Source: an optimization exercise on an open RTL-to-GDS flow (aim: small area). Production flows keep margins and buffers that such runs may drop.
The RTL of this run was laid out without a check of its function.
Power is estimated from default activity; no workload was simulated.

**design.v**
```verilog
module xcrc (
    input             clk,
    input             rst,           
    input             h_we,
    input             h_re,
    input      [9:0]  h_addr,
    input      [31:0] h_wdata,
    output reg [31:0] h_rdata,
    input             sp_cfgerr,
    input      [31:0] sp_cfginfo,
    output reg        sp_req,
    output     [1:0]  sp_op,         
    output     [7:0]  sp_txd,
    output            sp_txv,
    output            sp_txlast,
    input             sp_txrdy,
    input             sp_rsp,
    input      [1:0]  sp_rsp_kind,   
    input      [31:0] sp_rsp_data
);
    localparam S_IDLE  = 3'd0;
    localparam S_FLUSH = 3'd1;
    localparam S_BUILD = 3'd2;
    localparam S_TX    = 3'd3;
    localparam S_ACK   = 3'd4;
    localparam S_RXD   = 3'd5;
    localparam S_RXC0  = 3'd6;
    localparam S_RXC1  = 3'd7;
    localparam F_NONE = 2'd0;
    localparam F_IO   = 2'd1;
    localparam F_NACK = 2'd2;
    localparam F_BAD  = 2'd3;
    localparam C_OK      = 4'd0;
    localparam C_IO      = 4'd1;
    localparam C_CONFIG  = 4'd2;
    localparam C_WIDTH   = 4'd3;
    localparam C_EXHAUST = 4'd4;
    localparam C_ILLEGAL = 4'd5;
    localparam K_OK  = 2'd0;
    localparam K_TMO = 2'd1;
    localparam K_IOE = 2'd2;
    function [15:0] crc_step(input [15:0] c, input [7:0] b);
        integer t;
        reg [15:0] x;
        begin
            x = c ^ {b, 8'h00};
            for (t = 0; t < 8; t = t + 1)
                x = x[15] ? ((x << 1) ^ 16'h1021) : (x << 1);
            crc_step = x;
        end
    endfunction
    reg        st_busy, st_done, st_rvalid, st_ovr;
    reg [3:0]  st_code;
    reg [7:0]  st_attempts;
    reg [7:0]  cfg_addr;
    reg [7:0]  cfg_tries;
    reg        cfg_ioretry;
    reg [15:0] crc;
    reg [31:0] data;
    reg [31:0] bytes;
    reg [31:0] errinfo;
    reg [6:0]  txlen;
    reg [31:0] fval  [0:15];
    reg [7:0]  fwid  [0:15];
    reg [31:0] res   [0:15];
    reg [31:0] stg   [0:15];
    reg [7:0]  txbuf [0:67];
    reg [2:0]  seq;
    reg        op_rd;        
    reg [7:0]  kc;
    reg [4:0]  nf;
    reg [4:0]  fi;           
    reg [1:0]  fj;           
    reg [2:0]  bph;          
    reg [31:0] rxb;
    reg [7:0]  rxhi;
    reg        tof;
    reg [1:0]  lastfail;
    reg [31:0] lastinfo;
    reg [6:0]  txptr;
    integer q;
    assign sp_op     = (seq == S_FLUSH) ? 2'd0 : (seq == S_TX) ? 2'd1 : 2'd2;
    assign sp_txv    = sp_req && (seq == S_TX) && (txptr < txlen);
    assign sp_txd    = sp_txv ? txbuf[txptr] : 8'h00;
    assign sp_txlast = sp_txv && (txptr == txlen - 7'd1);
    wire [7:0] w_opc = h_wdata[31:24];
    wire [7:0] w_kc  = h_wdata[23:16];
    wire [2:0] w_rsv = h_wdata[15:13];
    wire [4:0] w_n   = h_wdata[12:8];
    wire [7:0] w_imm = h_wdata[7:0];
    wire       w_nokn = (w_kc == 8'd0) && (w_n == 5'd0);
    wire d_clr   = (w_opc == 8'h01) && w_nokn && (w_imm == 8'd0);
    wire d_feed  = (w_opc == 8'h02) && w_nokn;
    wire d_feedb = (w_opc == 8'h03) && w_nokn && (w_imm <= 8'd4);
    wire d_codec = ((w_opc == 8'h10) || (w_opc == 8'h11) || (w_opc == 8'h12) ||
                    (w_opc == 8'h18) || (w_opc == 8'h19) || (w_opc == 8'h1A)) &&
                   w_nokn && (w_imm == 8'd0);
    wire d_xwr   = (w_opc == 8'h20) && (w_n <= 5'd16) && (w_imm == 8'd0);
    wire d_xrd   = (w_opc == 8'h21) && (w_n <= 5'd16) && (w_imm == 8'd0);
    wire d_legal = (w_rsv == 3'd0) && (d_clr || d_feed || d_feedb || d_codec || d_xwr || d_xrd);
    reg        wbad;
    reg [4:0]  wbad_i;
    always @(*) begin
        wbad   = 1'b0;
        wbad_i = 5'd0;
        for (q = 15; q >= 0; q = q - 1)
            if ((q < w_n) && !(fwid[q] == 8'd1 || fwid[q] == 8'd2 || fwid[q] == 8'd4)) begin
                wbad   = 1'b1;
                wbad_i = q[4:0];
            end
    end
    reg [15:0] feedb_crc;
    always @(*) begin
        feedb_crc = crc;
        for (q = 0; q < 4; q = q + 1)
            if (q < w_imm)
                feedb_crc = crc_step(feedb_crc, bytes[8*q +: 8]);
    end
    wire [31:0] cur_val = fval[fi[3:0]];
    wire [7:0]  cur_wid = fwid[fi[3:0]];
    reg  [7:0]  cur_byte;
    always @(*) begin
        case (cur_wid)
            8'd1:    cur_byte = cur_val[7:0];
            8'd2:    cur_byte = (fj == 2'd0) ? cur_val[15:8] : cur_val[7:0];
            default: case (fj)
                         2'd0: cur_byte = cur_val[31:24];
                         2'd1: cur_byte = cur_val[23:16];
                         2'd2: cur_byte = cur_val[15:8];
                         default: cur_byte = cur_val[7:0];
                     endcase
        endcase
    end
    wire last_byte_of_field = ({6'd0, fj} == cur_wid - 8'd1);
    wire [7:0]  rx_x    = (sp_rsp_kind == K_OK) ? sp_rsp_data[7:0] : 8'h00;
    wire        rx_tmo  = (sp_rsp_kind == K_TMO);
    wire        rx_ioe  = (sp_rsp_kind == K_IOE);
    reg [31:0] rd_val;
    always @(*) begin
        rd_val = 32'd0;
        case (h_addr)
            10'd1: rd_val = {16'd0, st_attempts, st_code, st_ovr, st_rvalid, st_done, st_busy};
            10'd2: rd_val = {15'd0, cfg_ioretry, cfg_tries, cfg_addr};
            10'd3: rd_val = {16'd0, crc};
            10'd4: rd_val = data;
            10'd5: rd_val = bytes;
            10'd6: rd_val = errinfo;
            10'd7: rd_val = {25'd0, txlen};
            default: begin
                if (h_addr >= 10'd16 && h_addr < 10'd32)
                    rd_val = fval[h_addr[3:0]];
                else if (h_addr >= 10'd32 && h_addr < 10'd48)
                    rd_val = {24'd0, fwid[h_addr[3:0]]};
                else if (h_addr >= 10'd48 && h_addr < 10'd64)
                    rd_val = res[h_addr[3:0]];
                else if (h_addr >= 10'd64 && h_addr <= 10'd80)
                    rd_val = {txbuf[(h_addr - 10'd64) * 4 + 3], txbuf[(h_addr - 10'd64) * 4 + 2],
                              txbuf[(h_addr - 10'd64) * 4 + 1], txbuf[(h_addr - 10'd64) * 4]};
            end
        endcase
    end
    always @(posedge clk) begin
        if (rst)
            h_rdata <= 32'd0;
        else if (h_re)
            h_rdata <= rd_val;
    end
    reg        fail;         
    reg [1:0]  fail_kind;
    reg [31:0] fail_info;
    reg        fin;          
    reg [15:0] crc_n;
    reg [15:0] rxcrc;
    reg        tof_n;
    always @(posedge clk) begin
        if (rst) begin
            st_busy     <= 1'b0;
            st_done     <= 1'b0;
            st_rvalid   <= 1'b0;
            st_ovr      <= 1'b0;
            st_code     <= 4'd0;
            st_attempts <= 8'd0;
            cfg_addr    <= 8'h00;
            cfg_tries   <= 8'h01;
            cfg_ioretry <= 1'b0;
            crc         <= 16'd0;
            data        <= 32'd0;
            bytes       <= 32'd0;
            errinfo     <= 32'd0;
            txlen       <= 7'd0;
            for (q = 0; q < 16; q = q + 1) begin
                fval[q] <= 32'd0;
                fwid[q] <= 8'd0;
                res[q]  <= 32'd0;
            end
            for (q = 0; q < 68; q = q + 1)
                txbuf[q] <= 8'd0;
            seq         <= S_IDLE;
            sp_req      <= 1'b0;
            lastfail    <= F_NONE;
            lastinfo    <= 32'd0;
        end else begin
            fail      = 1'b0;
            fail_kind = F_NONE;
            fail_info = 32'd0;
            fin       = 1'b0;
            rxcrc     = 16'd0;
            tof_n     = 1'b0;
            if (h_we) begin
                if (h_addr == 10'd1) begin
                    if (h_wdata[3])
                        st_ovr <= 1'b0;
                end else if (st_busy) begin
                    st_ovr <= 1'b1;
                end else begin
                    case (h_addr)
                        10'd0: begin
                            st_done     <= 1'b1;
                            st_code     <= C_OK;
                            st_attempts <= 8'd0;
                            errinfo     <= 32'd0;
                            if (!d_legal) begin
                                st_code <= C_ILLEGAL;
                                errinfo <= h_wdata;
                            end else if (d_clr) begin
                                crc <= 16'd0;
                            end else if (d_feed) begin
                                crc <= crc_step(crc, w_imm);
                            end else if (d_feedb) begin
                                crc <= feedb_crc;
                            end else if (d_codec) begin
                                case (w_opc)
                                    8'h10: bytes <= {24'd0, data[7:0]};
                                    8'h11: bytes <= {16'd0, data[7:0], data[15:8]};
                                    8'h12: bytes <= {data[7:0], data[15:8], data[23:16], data[31:24]};
                                    8'h18: data  <= {24'd0, bytes[7:0]};
                                    8'h19: data  <= {16'd0, bytes[7:0], bytes[15:8]};
                                    default: data <= {bytes[7:0], bytes[15:8], bytes[23:16], bytes[31:24]};
                                endcase
                            end else begin
                                if (d_xrd)
                                    st_rvalid <= 1'b0;
                                op_rd    <= d_xrd;
                                kc       <= w_kc;
                                nf       <= w_n;
                                lastfail <= F_NONE;
                                lastinfo <= 32'd0;
                                if (wbad) begin
                                    st_code <= C_WIDTH;
                                    errinfo <= {19'd0, wbad_i, fwid[wbad_i[3:0]]};
                                end else if (sp_cfgerr) begin
                                    st_code <= C_CONFIG;
                                    errinfo <= sp_cfginfo;
                                end else if (cfg_tries == 8'd0) begin
                                    st_code <= C_EXHAUST;
                                end else begin
                                    st_done     <= 1'b0;
                                    st_busy     <= 1'b1;
                                    st_attempts <= 8'd1;
                                    crc         <= 16'd0;
                                    txlen       <= 7'd0;
                                    tof         <= 1'b0;
                                    seq         <= S_FLUSH;
                                end
                            end
                        end
                        10'd2: begin
                            cfg_addr    <= h_wdata[7:0];
                            cfg_tries   <= h_wdata[15:8];
                            cfg_ioretry <= h_wdata[16];
                        end
                        10'd4: data  <= h_wdata;
                        10'd5: bytes <= h_wdata;
                        default: begin
                            if (h_addr >= 10'd16 && h_addr < 10'd32)
                                fval[h_addr[3:0]] <= h_wdata;
                            else if (h_addr >= 10'd32 && h_addr < 10'd48)
                                fwid[h_addr[3:0]] <= h_wdata[7:0];
                        end
                    endcase
                end
            end
            if (seq == S_BUILD) begin
                if (op_rd) begin
                    txbuf[0] <= cfg_addr;
                    txbuf[1] <= kc;
                    txlen    <= 7'd2;
                    crc      <= crc_step(crc_step(16'd0, cfg_addr), kc);
                    seq      <= S_TX;
                    txptr    <= 7'd0;
                end else begin
                    case (bph)
                        3'd0: begin
                            txbuf[txlen] <= cfg_addr;
                            txlen        <= txlen + 7'd1;
                            crc          <= crc_step(crc, cfg_addr);
                            bph          <= 3'd1;
                        end
                        3'd1: begin
                            txbuf[txlen] <= kc;
                            txlen        <= txlen + 7'd1;
                            crc          <= crc_step(crc, kc);
                            bph          <= (nf == 5'd0) ? 3'd3 : 3'd2;
                            fi           <= 5'd0;
                            fj           <= 2'd0;
                        end
                        3'd2: begin
                            txbuf[txlen] <= cur_byte;
                            txlen        <= txlen + 7'd1;
                            crc          <= crc_step(crc, cur_byte);
                            if (last_byte_of_field) begin
                                fj <= 2'd0;
                                fi <= fi + 5'd1;
                                if (fi == nf - 5'd1)
                                    bph <= 3'd3;
                            end else begin
                                fj <= fj + 2'd1;
                            end
                        end
                        3'd3: begin
                            txbuf[txlen] <= crc[15:8];
                            txlen        <= txlen + 7'd1;
                            bph          <= 3'd4;
                        end
                        default: begin
                            txbuf[txlen] <= crc[7:0];
                            txlen        <= txlen + 7'd1;
                            seq          <= S_TX;
                            txptr        <= 7'd0;
                        end
                    endcase
                end
            end else if (seq != S_IDLE) begin
                if (!sp_req) begin
                    sp_req <= 1'b1;
                end else begin
                    if (seq == S_TX && sp_txv && sp_txrdy)
                        txptr <= txptr + 7'd1;
                    if (sp_rsp) begin
                        sp_req <= 1'b0;
                        if (rx_ioe) begin
                            fail      = 1'b1;
                            fail_kind = F_IO;
                            fail_info = sp_rsp_data;
                        end else begin
                            case (seq)
                                S_FLUSH: begin
                                    seq <= S_BUILD;
                                    bph <= 3'd0;
                                end
                                S_TX: begin
                                    if (!op_rd) begin
                                        seq <= S_ACK;
                                    end else begin
                                        seq <= (nf == 5'd0) ? S_RXC0 : S_RXD;
                                        fi  <= 5'd0;
                                        fj  <= 2'd0;
                                        rxb <= 32'd0;
                                    end
                                end
                                S_ACK: begin
                                    if (rx_tmo) begin
                                        fail      = 1'b1;
                                        fail_kind = F_NACK;
                                        fail_info = 32'h00000200;
                                    end else if (sp_rsp_data[7:0] == 8'hFF) begin
                                        fin = 1'b1;
                                    end else begin
                                        fail      = 1'b1;
                                        fail_kind = F_NACK;
                                        fail_info = {24'h000001, sp_rsp_data[7:0]};
                                    end
                                end
                                S_RXD: begin
                                    crc <= crc_step(crc, rx_x);
                                    if (rx_tmo)
                                        tof <= 1'b1;
                                    if (last_byte_of_field) begin
                                        stg[fi[3:0]] <= {rxb[23:0], rx_x};
                                        rxb <= 32'd0;
                                        fj  <= 2'd0;
                                        fi  <= fi + 5'd1;
                                        if (fi == nf - 5'd1)
                                            seq <= S_RXC0;
                                    end else begin
                                        rxb <= {rxb[23:0], rx_x};
                                        fj  <= fj + 2'd1;
                                    end
                                end
                                S_RXC0: begin
                                    rxhi <= rx_x;
                                    if (rx_tmo)
                                        tof <= 1'b1;
                                    seq <= S_RXC1;
                                end
                                default: begin  
                                    rxcrc = {rxhi, rx_x};
                                    tof_n = tof | rx_tmo;
                                    if (rxcrc == crc && !tof_n) begin
                                        for (q = 0; q < 16; q = q + 1)
                                            if (q < nf)
                                                res[q] <= stg[q];
                                        st_rvalid <= 1'b1;
                                        fin = 1'b1;
                                    end else begin
                                        fail      = 1'b1;
                                        fail_kind = F_BAD;
                                        fail_info = {rxcrc, crc};
                                    end
                                end
                            endcase
                        end
                    end
                end
            end
            if (fin) begin
                st_busy <= 1'b0;
                st_done <= 1'b1;
                st_code <= C_OK;
                seq     <= S_IDLE;
            end else if (fail) begin
                lastfail <= fail_kind;
                lastinfo <= fail_info;
                if ((fail_kind == F_IO && !cfg_ioretry) || (st_attempts == cfg_tries)) begin
                    st_busy <= 1'b0;
                    st_done <= 1'b1;
                    st_code <= (fail_kind == F_IO) ? C_IO : C_EXHAUST;
                    errinfo <= fail_info;
                    seq     <= S_IDLE;
                end else begin
                    st_attempts <= st_attempts + 8'd1;
                    crc         <= 16'd0;
                    txlen       <= 7'd0;
                    tof         <= 1'b0;
                    seq         <= S_FLUSH;
                end
            end
        end
    end
endmodule
```
**constraint.sdc**
```tcl
create_clock -name core_clock -period 10.0 [get_ports {clk}]
set_input_delay 2.0000 -clock core_clock [delete_from_list [all_inputs] [get_ports {clk}]]
set_output_delay 2.0000 -clock core_clock [all_outputs]
set_load 0.01 [all_outputs]
```
**run.sh**
```bash
#!/bin/bash
# synth_recipe.tcl (not shown) runs the flow's synth.tcl, then flattens the netlist and writes it again
# the make line also repeats each setting of config.mk as NAME=value (left out here)
make -C /OpenROAD-flow-scripts/flow DESIGN_CONFIG=/design/flow/config.mk WORK_HOME=/design/flow/orfs CLKGATE_MAP_FILE= SYNTH_SCRIPT=/design/flow/synth_recipe.tcl finish
```
**config.mk**
```make
export PLATFORM = sky130hd
export DESIGN_NAME = xcrc
export DESIGN_NICKNAME = xcrc
export VERILOG_FILES = /design/flow/design.v
export SDC_FILE = /design/flow/constraint.sdc
export NUM_CORES = 4
export LEC_CHECK = 0
export CAP_MARGIN = 20
export CORE_MARGIN = 2
export CORE_UTILIZATION = 30
export SLEW_MARGIN = 20
```
==> notes.md <==
[power by group through the flow]
stage                     Combinational [W]  Sequential (W)  Clock, W
after floorplan                    0.000950          0.0137         0
after global placement              0.00164          0.0138         0
after detailed placement            0.00165          0.0138         0
after CTS                           0.00166          0.0135    0.0121
after global routing                0.00172          0.0136    0.0126
final                               0.00170          0.0135    0.0121
[stage by stage]
stage | hold WS, ns | util | instance area (um^2)
finish | 0.4515 | 0.3435 | 161600
global route | 0.4655 | 0.3434 | 161600
CTS | 0.4510 | 0.3433 | 161500
detailed placement | 0.4442 | 0.3209 | 151000
global placement | 0.4373 | 0.3204 | 150700
floorplan | 0.4101 | - | 141500
[per-layer routing]
layer	part of all wire	GRT usage	vias to the layer above
met2	0.43	0.3446	7665
met3	0.13	0.06865	1499
li1	-	-	41380
met4	0.066	0.1212	30
met1	0.37	0.2996	52940
met5	0.00034	0	-
[path summary, 6_finish.rpt]
| path | endpoint | cells past startpoint | slack [ns] |
|---|---|---|---|
| setup / recovery | sp_txd[4] | 9 | 2.20 |
| hold / removal | res[9][26] | 2 | 0.45 |
| setup reg to reg | txbuf[113][4] | 13 | 3.70 |
| hold reg to reg | res[9][26] | 2 | 0.45 |
[worst max-delay path, stage by stage (launching register included)]
cell,delay [ns]
dfxtp_4,0.83
buf_12,0.59
buf_4,0.38
mux4_2,0.56
mux4_2,0.57
mux4_2,0.64
mux2i_1,0.32
buf_4,0.21
nor2_1,0.06
clkdlybuf4s50_1,0.53
[cell usage in the layout, fill, tap and decap left out, drive strengths merged, types with 100 or more instances in the layout]
master         count
a21oi            823
a221oi           101
a22oi            272
and2             481
buf              341
clkbuf           432
clkdlybuf4s50    147
clkinv           111
dfxtp            711
edfxtp          2240
mux2i            121
mux4            1044
nand2           1584
nand3            148
nor2            1106
nor3             194
o21ai            199
xnor2            177
xor2             100
[logic make-up after synthesis]
logic type	Yosys count	synth area share
DFF	2951	0.5761
and+or+nand+nor	3782	0.1175
xor gates and xnor gates	298	0.02130
adders and majority gates	25	0.002211
AOI/OAI and AO/OA	1772	0.07885
buffers and inverters	1013	0.02738
muxes	1189	0.1767
[registers in the layout (all words and copies together) (netlist names), 16 cells and up, named ones only]
name,flops
txbuf,1024
fval,512
res,512
stg,512
fwid,128
bytes,32
data,32
errinfo,32
h_rdata,32
rxb,24
crc,16
[layout make-up]
class	instances	area, um^2	share of cell area
clock buffers	432	8859	0.05482
clock inverters	151	1649	0.01020
repair buffers	488	4303	0.02663
inverters	74	280.3	0.001734
multi-input cells	7066	57160	0.3537
flip-flops and latches	2951	81530	0.5045
well taps	6223	7786	0.04818
diodes	18	45.04	0.0002787
==> impl_results.md <==
* Status: finished clean
* Number of flops mapped to enable cells by yosys at 2,240
* Period Utilization, post-route at 0.7797
* Die ar. at 477,100 um^2
* Setup CP Type: reg2out
* Layout cells sized above 1 at 0.1845
* Root buf cell: clkbuf_16
* First-pass GRT wire length at 786,200 um
* Core Rows at 252
* CTS Sinks at 2,951
* Lkg Pwr at 50.98 nW
* Clock power frac at 0.443
* Worst-path clk slew at 0.06 ns
* RSZ-0062 raised after global routing: false
* Initial cell density of the core at 0.3007
* Core Area at 470,400 um^2
* Flops & latches, synth at 2,951
* Via density at 5.948
* Post-synth top cells: 2,240 x edfxtp_1, 1,583 x nand2_1, 1,105 x nor2_1
* Top-area cell type share of the netlist area at 0.4755
* Setup WS post-layout at 2.203 ns
* HP Class: reg2reg
* Peak Freq at 128.3 MHz
* Placed cells at 16,800
* DRC viols at 0
* Largest net degree at the start of global routing at 157
* Setup TNS at 0 ns
* Area leader, netlist: edfxtp_1
* Fin crit period at 7.797 ns
* DP Worst Slack at 1.871 ns
* Slew headroom at 0.1371
* Synth cell types at 96
* Hold path startpoint: res[9][26]
* Antenna viol nets, final at 0
* Syn avg cell area at 12.83 um^2
* Max Cap Viol at 0
* Peak VDD IR at 0.1564 mV
* NetSw at 0.006420 W
* Warnings, synthesis at 2
* Remaining Overflow, GRT at 0
* CTS-repair resized insts at 0
* Final number of hold-violating endpoints at 0
* H-tree levels at 5
* Num CTS Buffers at 319
* Crit. End Element: output port
* Mapped Area at 141,500 um^2
* Int Power at 0.02093 W
* Logic pwr share at 0.062
* Synth top area cells: edfxtp_1 48%, mux4_2 17%, dfxtp_1 10%
* WL final at 570,200 um
* Sw Share at 0.2347
* Die H at 690.7 um
* Sequential area share after synthesis at 0.5761
* Vias in the first global route at 97,050
* Critical path arrival at 5.80 ns
* Port Buffers at 159
* Fin cells at 17,400
* Reg power frac at 0.495
* Top-count cell post-synth: edfxtp_1
* Data required, critical path at 8.00 ns
* Slew Limit Fails at 0
* # fillers at 45,670
* Synthesized Nets at 11,170
* CP Launch Type: register
* HPWL after detailed placement at 378,400 um
* Area Overhead vs Synth at 14.23%
* Post-CTS Setup Bufs at 0
* Setup clock skew after layout at 0.07760 ns
* CTS Hold Bufs at 0
* Total power at 0.02735 W
* Gate Count Post-Synth at 11,030
* Deepest clock path buffer count at 4
* DRT Pass-1 Iters at 8
* Critical Path Fanout Max at 85
* CTS tree: built
* Clock latency on the worst-skew pair at 0.97 ns
* Routed via count at 103,500
* Actual slew at the worst max-slew pin at 1.294 ns
* Antenna violations before repair at 51
* Final setup fails at 0
* # IOs at 160
* Initial DRC count at 17,180
* Nets@finish at 11,040
* Die Wd at 690.7 um
* Pwr/cell area at 169.2 nW/um^2
* FFs w/ async S/R, synth at 0
* Gp weighted congestion at 1.021
* Post-synth top flop: edfxtp_1
* All-Layer GR Usage at 0.2298
* DR WL/cell at 32.76 um

## afterwards: timing with drivers on the ports
The flow's constraints put no driver on any port. The routed layout listed below was extracted and timed again, unchanged, in two steps.
Step 1 assumes that a clkbuf_16 drives the clock port and a buf_2 every other input.
Step 2 times the ports against the registers' clock, not the clock port: input delays grow and output delays shrink by t, the midpoint of the rising clock arrivals with the driver on.
a / b / c = no drivers / after step 1 / after step 2; a / b = the first two.
t (ns): 1.031
setup slack, ns: 2.203 / 2.100 / 1.768
hold WS [ns]: 0.451 / 0.451 / 0.451
worst setup path at the end: input to register
pins driven straight from the clock port: 1
After both steps this run still meets setup and hold. For this run, drivers alone change the setup slack by -0.103 ns; drivers and shift together by -0.435 ns.
